This design comes from an exercise in tuning for small area, a short achievable clock period and few clock cycles per item on the open sky130 flow, not from production work. In this exercise RTL edits were held to simulation tests only and were not proved equivalent to the original. No activity file was given, so power comes from the tool's default toggle rates.

<file path="flow/run.sh">
#!/bin/bash
# synth_recipe.tcl (not shown) runs the flow's synth.tcl, then flattens the netlist and writes it again
# the make line also repeats each setting of config.mk as NAME=value (left out here)
make -C /OpenROAD-flow-scripts/flow DESIGN_CONFIG=/design/flow/config.mk WORK_HOME=/design/flow/orfs CLKGATE_MAP_FILE= SYNTH_SCRIPT=/design/flow/synth_recipe.tcl finish
</file>
<file path="flow/config.mk">
export PLATFORM = sky130hd
export DESIGN_NAME = cvt_gen
export DESIGN_NICKNAME = cvt_gen
export VERILOG_FILES = /design/flow/design.v
export SDC_FILE = /design/flow/constraint.sdc
export NUM_CORES = 4
export LEC_CHECK = 0
export CAP_MARGIN = 20
export CORE_MARGIN = 2
export CORE_UTILIZATION = 40
export SLEW_MARGIN = 20
</file>
<file path="flow/constraint.sdc">
create_clock -name core_clock -period 12.5 [get_ports {clk}]
set_input_delay 2.5000 -clock core_clock [delete_from_list [all_inputs] [get_ports {clk}]]
set_output_delay 2.5000 -clock core_clock [all_outputs]
set_load 0.01 [all_outputs]
</file>
<file path="flow/design.v">
module cvt_gen (
    input  wire        clk,
    input  wire        rst,
    input  wire        i_valid,
    output wire        o_ready,
    input  wire [11:0] i_h_active,
    input  wire [11:0] i_v_active,
    input  wire [7:0]  i_refresh,
    input  wire [7:0]  i_rb,
    input  wire        i_interlaced,
    input  wire        i_margins,
    output wire        o_valid,
    input  wire        i_ready,
    output wire [3:0]  o_status,
    output wire [15:0] o_h_active,
    output wire [15:0] o_h_border,
    output wire [15:0] o_h_front_porch,
    output wire [15:0] o_h_sync,
    output wire [15:0] o_h_back_porch,
    output wire [15:0] o_h_blank,
    output wire [15:0] o_h_total,
    output wire [15:0] o_v_active,
    output wire [15:0] o_v_border,
    output wire [15:0] o_v_front_porch,
    output wire [15:0] o_v_sync,
    output wire [15:0] o_v_back_porch,
    output wire [15:0] o_v_blank,
    output wire [15:0] o_v_total,
    output wire [31:0] o_pixel_clock_khz,
    output wire        o_interlaced,
    output wire        o_h_sync_positive,
    output wire        o_v_sync_positive
);
    localparam AW = 34;
    localparam [4:0] S_IDLE = 5'd0,  S_DONE = 5'd1,  S_RUN  = 5'd2,
                     S_TOP  = 5'd3,  S_DEN  = 5'd4,  S_W    = 5'd5,
                     S_VS   = 5'd6,  S_HB   = 5'd7,  S_HS   = 5'd8,
                     S_PC   = 5'd9,  S_X250 = 5'd10, S_AV   = 5'd11,
                     S_AVX  = 5'd12, S_X    = 5'd13, S_PCR  = 5'd14;
    localparam [3:0] O_LEFT = 4'd0, O_TOP = 4'd1, O_W = 4'd2, O_VS = 4'd3,
                     O_HB = 4'd4, O_HS = 4'd5, O_PC = 4'd6, O_X250 = 4'd7,
                     O_AV = 4'd8, O_X = 4'd9, O_PCR = 4'd10;
    reg [4:0]  state;
    reg [3:0]  op;
    reg [4:0]  mcnt, dcnt;    
    reg [1:0]  st;            
    reg [1:0]  rbq;
    reg        il, mg, v0;
    reg [8:0]  h8;
    reg [11:0] vr;
    reg [7:0]  r;
    reg [3:0]  left8;
    reg [6:0]  top;
    reg [12:0] den;
    reg [3:0]  vs;
    reg [11:0] vb;            
    reg [6:0]  hb16;
    reg [5:0]  hs6;
    reg [9:0]  ht8;
    reg [20:0] wr;            
    reg [AW-1:0] A, D;
    reg [23:0]   Q;
    wire is_std = (rbq == 2'd0);
    wire rb1    = (rbq == 2'd1);
    wire [8:0]  F    = il ? {r, 1'b0} : {1'b0, r};
    wire [9:0]  tap8 = {1'b0, h8} + {5'd0, left8, 1'b0};
    wire [13:0] E    = il ? {den, 1'b0} + 14'd7 : {1'b0, den} + 14'd3;
    wire [14:0] M    = 15'd20000 - F * 4'd11;
    wire [15:0] Mr   = 16'd50000 - F * 5'd23;
    wire        fl20 = ({M, 1'b0} + M) > {wr, 1'b0};
    wire [23:0] G3   = {wr, 2'b0} + {wr, 1'b0} - {M, 1'b0} - M;      
    wire [25:0] H    = {wr, 5'b0} - {wr, 2'b0} + {M, 2'b0} + {M, 1'b0};  
    wire [20:0] M25  = {M, 4'b0} + {M, 3'b0} + M;
    wire [11:0] vraw = il ? {vr[10:0], v0} : vr;
    wire [13:0] h8x  = {5'd0, h8};
    wire [14:0] v5   = {3'd0, vraw} + {1'b0, vraw, 2'b0};
    reg  [3:0]  vs_c;
    always @(*) begin
        if      ({2'd0, vraw} == h8x * 3'd6)          vs_c = 4'd4;
        else if ({1'b0, vraw, 1'b0} == h8x * 4'd9)    vs_c = 4'd5;
        else if ({2'd0, vraw} == h8x * 3'd5)          vs_c = 4'd6;
        else if (v5 == {1'b0, h8x, 5'b0})             vs_c = 4'd7;
        else if (v5 == {1'b0, h8x * 5'd24})           vs_c = 4'd7;
        else                                          vs_c = 4'd10;
        if (rbq[1]) vs_c = 4'd8;
    end
    wire mul_ph = (mcnt != 5'd0);
    reg [AW-1:0] a1, a2, d1;
    reg          q1, q2;
    reg [AW:0]   t1, t2;
    always @(*) begin
        if (mul_ph) begin
            a1 = {A[AW-2:0], 1'b0} + (Q[23] ? D : {AW{1'b0}});
            a2 = {a1[AW-2:0], 1'b0} + (Q[22] ? D : {AW{1'b0}});
            q1 = 1'b0; q2 = 1'b0; d1 = D;
            t1 = {(AW+1){1'b0}}; t2 = {(AW+1){1'b0}};
        end else begin
            t1 = {1'b0, A} - {1'b0, D};
            q1 = ~t1[AW];
            a1 = q1 ? t1[AW-1:0] : A;
            d1 = {1'b0, D[AW-1:1]};
            t2 = {1'b0, a1} - {1'b0, d1};
            q2 = ~t2[AW];
            a2 = q2 ? t2[AW-1:0] : a1;
        end
    end
    reg [AW-1:0] dv;
    always @(*) begin
        case (op)
        O_VS:    dv = {10'd0, M, 9'd0};
        O_HB:    dv = {1'b0, H, 7'd0};
        O_PC:    dv = {M25, 13'd0} << 2;
        O_AV:    dv = {9'd0, Mr, 9'd0};
        default: dv = rb1 ? (34'd31250 << 15) : (rbq == 2'd2) ? (34'd125 << 23) : (34'd1001 << 23);
        endcase
    end
    wire [11:0] qv1   = Q[11:0] + 12'd1;
    wire [11:0] vsbp  = (qv1 < {8'd0, vs} + 12'd6) ? {8'd0, vs} + 12'd6 : qv1;
    wire [11:0] avmin = rb1 ? {8'd0, vs} + 12'd9 : 12'd15;
    wire [11:0] av    = (qv1 < avmin) ? avmin : qv1;
    wire [6:0]  hb_c  = fl20 ? tap8[9:3] : Q[6:0];
    wire [9:0]  ht8_s = tap8 + {2'd0, hb_c, 1'b0};
    wire [13:0] vt    = {1'b0, den} + {2'd0, vb};
    wire [14:0] vtp   = il ? {vt, 1'b1} : {1'b0, vt};
    wire [11:0] vr_in = i_interlaced ? {1'b0, i_v_active[11:1]} : i_v_active;
    assign o_ready = (state == S_IDLE);
    assign o_valid = (state == S_DONE);
    always @(posedge clk) begin
        if (rst) begin
            state <= S_IDLE;
        end else begin
            case (state)
            S_IDLE: if (i_valid) begin
                rbq   <= i_rb[1:0];
                il    <= i_interlaced;
                mg    <= i_margins;
                v0    <= i_v_active[0];
                h8    <= i_h_active[11:3];
                vr    <= vr_in;
                r     <= i_refresh;
                left8 <= 4'd0;
                top   <= 7'd0;
                den   <= {1'b0, vr_in};
                if (i_rb > 8'd3) begin
                    st <= 2'd1; state <= S_DONE;
                end else if (i_refresh == 8'd0 ||
                             (i_rb == 8'd0 && i_h_active[11:3] == 9'd0) ||
                             (i_rb != 8'd0 && vr_in == 12'd0)) begin
                    st <= 2'd2; state <= S_DONE;
                end else begin
                    st <= 2'd0;
                    if (i_margins) begin
                        A <= {21'd0, i_h_active[11:3], 3'd0} + {25'd0, i_h_active[11:3]};
                        D <= 34'd500 << 3;
                        mcnt <= 5'd0; dcnt <= 5'd4; op <= O_LEFT;
                        state <= S_RUN;
                    end else begin
                        state <= (i_rb == 8'd0) ? S_W : S_AV;
                    end
                end
            end
            S_TOP: begin
                left8 <= Q[3:0];
                A <= {19'd0, vr, 3'd0} + {22'd0, vr};
                D <= 34'd500 << 7;
                mcnt <= 5'd0; dcnt <= 5'd8; op <= O_TOP;
                state <= S_RUN;
            end
            S_DEN: begin
                top   <= Q[6:0];
                den   <= {1'b0, vr} + {5'd0, Q[6:0], 1'b0};
                state <= is_std ? S_W : S_AV;
            end
            S_W: begin
                vs <= vs_c;
                A <= {AW{1'b0}}; Q <= {r, 16'd0}; D <= {20'd0, E};
                mcnt <= 5'd8; dcnt <= 5'd0; op <= O_W;
                state <= S_RUN;
            end
            S_VS: begin
                wr <= A[20:0];
                D  <= A; A <= {AW{1'b0}}; Q <= {4'd11, 20'd0};
                mcnt <= 5'd4; dcnt <= 5'd10; op <= O_VS;
                state <= S_RUN;
            end
            S_HB: begin
                vb <= vsbp + 12'd3;
                if (fl20) begin
                    state <= S_HS;
                end else begin
                    A <= {AW{1'b0}}; Q <= {tap8, 14'd0}; D <= {10'd0, G3};
                    mcnt <= 5'd10; dcnt <= 5'd8; op <= O_HB;
                    state <= S_RUN;
                end
            end
            S_HS: begin
                hb16 <= hb_c;
                ht8  <= ht8_s;
                A <= {23'd0, ht8_s, 1'b0}; D <= 34'd25 << 5;
                mcnt <= 5'd0; dcnt <= 5'd6; op <= O_HS;
                state <= S_RUN;
            end
            S_PC: begin
                hs6 <= Q[5:0];
                A <= {AW{1'b0}}; Q <= {ht8, 14'd0}; D <= {9'd0, wr, 4'd0};
                mcnt <= 5'd10; dcnt <= 5'd16; op <= O_PC;
                state <= S_RUN;
            end
            S_X250: begin
                A <= {AW{1'b0}}; Q <= {8'd250, 16'd0}; D <= {18'd0, Q[15:0]};
                mcnt <= 5'd8; dcnt <= 5'd0; op <= O_X250;
                state <= S_RUN;
            end
            S_AV: begin
                vs <= vs_c;
                ht8 <= tap8 + (rb1 ? 10'd20 : 10'd10);
                A <= {AW{1'b0}}; Q <= {1'b0, F, 14'd0};
                D <= {16'd0, {den, 4'd0} + {den, 2'd0} + {den, 1'b0} + den};
                mcnt <= 5'd10; dcnt <= 5'd10; op <= O_AV;
                state <= S_RUN;
            end
            S_AVX: begin
                vb <= av;
                state <= S_X;
            end
            S_X: begin
                A <= {AW{1'b0}}; Q <= {r, 16'd0}; D <= {19'd0, vtp};
                mcnt <= 5'd8; dcnt <= 5'd0; op <= O_X;
                state <= S_RUN;
            end
            S_PCR: begin
                A <= {AW{1'b0}}; Q <= {ht8, 14'd0};
                D <= (rbq == 2'd3) ? {A[AW-4:0], 3'd0} : A;
                mcnt <= 5'd10; dcnt <= rb1 ? 5'd16 : 5'd24; op <= O_PCR;
                state <= S_RUN;
            end
            S_RUN: begin
                A <= a2;
                Q <= {Q[21:0], q1, q2};
                if (mul_ph) begin
                    mcnt <= mcnt - 5'd2;
                    if (mcnt == 5'd2) D <= dv;
                end else begin
                    dcnt <= dcnt - 5'd2;
                    D <= {2'b0, D[AW-1:2]};
                end
                if ((mul_ph && mcnt == 5'd2 && dcnt == 5'd0) ||
                    (!mul_ph && dcnt == 5'd2)) begin
                    case (op)
                    O_LEFT:  state <= S_TOP;
                    O_TOP:   state <= S_DEN;
                    O_W:     state <= S_VS;
                    O_VS:    state <= S_HB;
                    O_HB:    state <= S_HS;
                    O_HS:    state <= S_PC;
                    O_PC:    state <= S_X250;
                    O_AV:    state <= S_AVX;
                    O_X:     state <= S_PCR;
                    O_PCR:   state <= rb1 ? S_X250 : S_DONE;
                    default: state <= S_DONE;
                    endcase
                end
            end
            S_DONE: if (i_ready) state <= S_IDLE;
            default: state <= S_IDLE;
            endcase
        end
    end
    wire [15:0] hfp_std = {{6{1'b0}}, hb16, 3'd0} - {7'd0, hs6, 3'd0};
    wire [15:0] vb16    = {4'd0, vb};
    assign o_status          = (st == 2'd0) ? 4'd0 : (st == 2'd1) ? 4'd6 : 4'd7;
    assign o_h_active        = {4'd0, h8, 3'd0};
    assign o_h_border        = {9'd0, left8, 3'd0};
    assign o_h_front_porch   = is_std ? hfp_std : rb1 ? 16'd48 : 16'd8;
    assign o_h_sync          = is_std ? {7'd0, hs6, 3'd0} : 16'd32;
    assign o_h_back_porch    = is_std ? {6'd0, hb16, 3'd0} : rb1 ? 16'd80 : 16'd40;
    assign o_h_blank         = is_std ? {5'd0, hb16, 4'd0} : rb1 ? 16'd160 : 16'd80;
    assign o_h_total         = {3'd0, ht8, 3'd0};
    assign o_v_active        = {4'd0, vr};
    assign o_v_border        = {9'd0, top};
    assign o_v_front_porch   = (is_std || rb1) ? 16'd3 : vb16 - 16'd14;
    assign o_v_sync          = {12'd0, vs};
    assign o_v_back_porch    = (is_std || rb1) ? vb16 - 16'd3 - {12'd0, vs} : 16'd6;
    assign o_v_blank         = vb16;
    assign o_v_total         = {3'd0, den} + vb16;
    assign o_pixel_clock_khz = {8'd0, (is_std || rb1) ? A[23:0] : Q[23:0]};
    assign o_interlaced      = il;
    assign o_h_sync_positive = ~is_std;
    assign o_v_sync_positive = is_std;
endmodule
</file>
==> flow_metrics.tcl <==
set metrics [dict create \
    cts.sinks 227 \
    detailedPlacementHpwl_um 98800 \
    rows 108 \
    ctsHoldBuffers 0 \
    first_global_vias 30300 \
    min_path_type "reg2reg" \
    min_from "D[33]" \
    die_w_um 299 \
    final.setup_skew_ns 0.0755 \
    synth.yosys.seq_area_share 0.194 \
    reg2reg_from "il" \
    pre_cts_ws_ns 1.91 \
    synth_area_um2 34900 \
    final-setup-viol-count 0 \
    most-common-layout-cells "450 x ha_1, 373 x a21oi_1, 332 x nand2_1" \
    hold_ws_ns 0.628 \
    r2r_end "A[10]" \
    die_height_um 299 \
    place.port_buffers 211 \
    fmax_mhz 94.4 \
    antenna_found_initial 6 \
    drt-total-wl_um 123000 \
    final_nets 4914 \
    num_io_pins 311 \
    clk_path_buf_depth 3 \
    cts_setup_buffers 0 \
    cts_tree "yes" \
    root_buffer "clkbuf_16" \
    vias 31600 \
    crit_required_ns 12.88 \
    period_share 0.847 \
    drive_gt1_frac 0.0438 \
    clock_latency_ns 0.63 \
    reg2regPathDepth 40 \
    gp_congestion 0.957 \
    synth-seq-cells 227 \
    wl_per_cell_um 22.5 \
    ant_nets 0 \
    slew_viol_final 0 \
    end_kind "register" \
    drtPass1Iterations 6 \
    slew_headroom 0.199 \
    synth.distinct_cells 88 \
    drv_cap 0 \
    netlist_instances 4157 \
    hold_violations 0 \
    drt-vias-per-instance 5.78 \
    layout_commonest_cell "ha_1" \
    cts_buffers 28 \
    grt_pass1_wl_um 185000 \
    cts_resized 0 \
    slowest_stage "xnor2_1" \
    synth_edf_count 223 \
    overflow 0 \
    period_minus_slack_ns 10.59 \
    grt_max_degree 56 \
    yosys_warnings 1 \
    ys.flop_type "edfxtp_1" \
    hold_end "D[31]" \
    avgSynthCellArea_um2 8.40 \
    worst_slew_pin_slew_ns 1.19 \
    setup_slack_ns 1.91 \
    rrSetupSlack_ns 1.91 \
    fp.coreArea_um2 86600 \
    crit_fanout 38 \
    hold_depth 2 \
    drtIter0Drc 3136 \
    clkSlewWorstSetupHoldPaths_ns 0.07 \
    drc 0 \
    power_density_nw_per_um2 189 \
    cts_max_level 1 \
    track_usage 0.266 \
    leakage_uw 0.0166 \
    criticalPathCategory "reg2reg" \
    fin_tns_setup_ns 0 \
    slowest_delay_ns 0.79 \
    area_growth_syn_to_layout_pct 11.3 \
    status "complete, no violations" \
    async_flop_share 0 \
    insertedDiodeCount 0 \
    vdd_drop_max_mv 0.243 \
    start_util 0.403 \
    startpoint_type "register" \
    die_area_um2 89700 \
    arrival_ns 10.97 \
    grt_setup_unrepaired "false" \
]
-- stage by stage --
| step | cells | total power, uW | util | cell area, um2 |
|---|---|---|---|---|
| final | 5473 | 7330 | 0.449 | 38900 |
| after global routing | 5473 | 7930 | 0.449 | 38900 |
| after CTS | 5473 | 7260 | 0.449 | 38900 |
| after detailed placement | 5423 | 6360 | 0.438 | 37900 |
| after global placement | 5423 | 6320 | 0.438 | 37900 |
| after floorplan | 4252 | 4980 | - | 35300 |
-- area by class of cell --
| type | count | area [um2] |
|---|---|---|
| fillers | 8616 | 47800 |
| inverters | 328 | 1230 |
| clock buffers | 32 | 726 |
| flip-flops and latches | 227 | 6780 |
| repair buffers | 265 | 2520 |
| well taps | 1155 | 1450 |
| multi-input cells | 3448 | 26000 |
| clock inverters | 18 | 214 |
-- worst max-delay path: cells and delay by family (launching register included) --
family	cells	cell delay, ns
muxes	2	0.92
adders and majority gates	7	2.64
xor gates and xnor gates	2	0.91
DFF	1	0.46
and+or+nand+nor	7	1.07
buffers and inverters	5	1.26
AOI/OAI and AO/OA	17	3.06
-- how the worst max path moves through the flow --
stage               start     to  slack, ns  depth (start not counted)
finish                 il  A[10]       1.91                         40
global route           il  A[10]       1.13                         40
CTS                    il  A[10]       1.90                         40
detailed placement     il  A[10]       1.91                         40
global placement       il  A[10]       2.08                         40
floorplan              il  A[10]       2.37                         43
-- registers in the layout, indices dropped and copies added, names as in the netlist, 6 cells and up --
name,cells
den,13
wr,21
D,34
r,8
vr,12
hb16,7
A,34
hs6,6
h8,9
vb,12
ht8,10
Q,24
top,7
-- layer usage --
layer  vias to the layer above  part of all wire  GRT usage
met5                         -           0.00022          0
met4                         4             0.039     0.0920
met3                       216             0.084     0.0455
met2                      1389              0.44      0.424
met1                     15000              0.43      0.362
li1                      15000                 -          -
-- power by group --
group | switching (uW) | total, uW | internal, uW | leakage (uW)
Sequential | 54.6 | 919 | 864 | 0.00207
Clock | 375 | 858 | 482 | 0.000449
Combinational | 3240 | 5560 | 2320 | 0.0140
Total | 3670 | 7330 | 3660 | 0.0166
-- synthesized netlist by cell type, types with 62 or more instances --
| master | instances | area (um2) |
|---|---|---|
| a21oi_1 | 374 | 1870 |
| inv_1 | 325 | 1220 |
| nand3_1 | 62 | 310 |
| xnor2_1 | 273 | 2390 |
| xor2_1 | 142 | 1240 |
| a21o_1 | 121 | 908 |
| clkbuf_1 | 105 | 394 |
| nor3_1 | 78 | 390 |
| fa_1 | 120 | 2400 |
| ha_1 | 450 | 5630 |
| nor2b_1 | 65 | 407 |
| and2_1 | 91 | 569 |
| o21ai_0 | 238 | 1190 |
| edfxtp_1 | 223 | 6700 |
| buf_4 | 119 | 893 |
| nor2_1 | 273 | 1020 |
| nand2_1 | 333 | 1250 |
-- logic make-up after synthesis --
| logic type | synth area share |
|---|---|
| simple gates | 0.151 |
| other cells | 0.000107 |
| fa+ha+maj | 0.230 |
| compound gates | 0.214 |
| buf+inv | 0.0755 |
| xor+xnor | 0.105 |
| mux | 0.0295 |
| flops | 0.194 |
Testbench counts, summed over its fixed seeds: cycles 133,942, items 3,200.

==> separate check: timing with driven ports <==
The results above use ideal ports. As a check the final layout listed here was re-extracted and re-timed, cells and wires unchanged. Step 1, drivers: a clkbuf_16 drives clk and a buf_2 each remaining input, both assumed. Step 2 adds t to the input delays and takes it off the output delays; t is the mean of the earliest and latest rising clock arrival at the registers after step 1. Input paths then give back, and output paths get back, about the clock's delay inside the block. a / b / c = ideal ports / drivers / drivers and shift; a / b = the first two.
shift t [ns]: 0.669
setup WS [ns]: 1.911 / 1.911 / 1.911
clock arrival spread, ns: 0.076 / 0.075
slew at the worst register clock pin (ns): 0.07 / 0.07
worst slew at a driven data input, ns: 0.06
After both steps this run still meets setup and hold. The setup slack of this run moves by 0.000 ns with the drivers and by 0.000 ns with both steps.
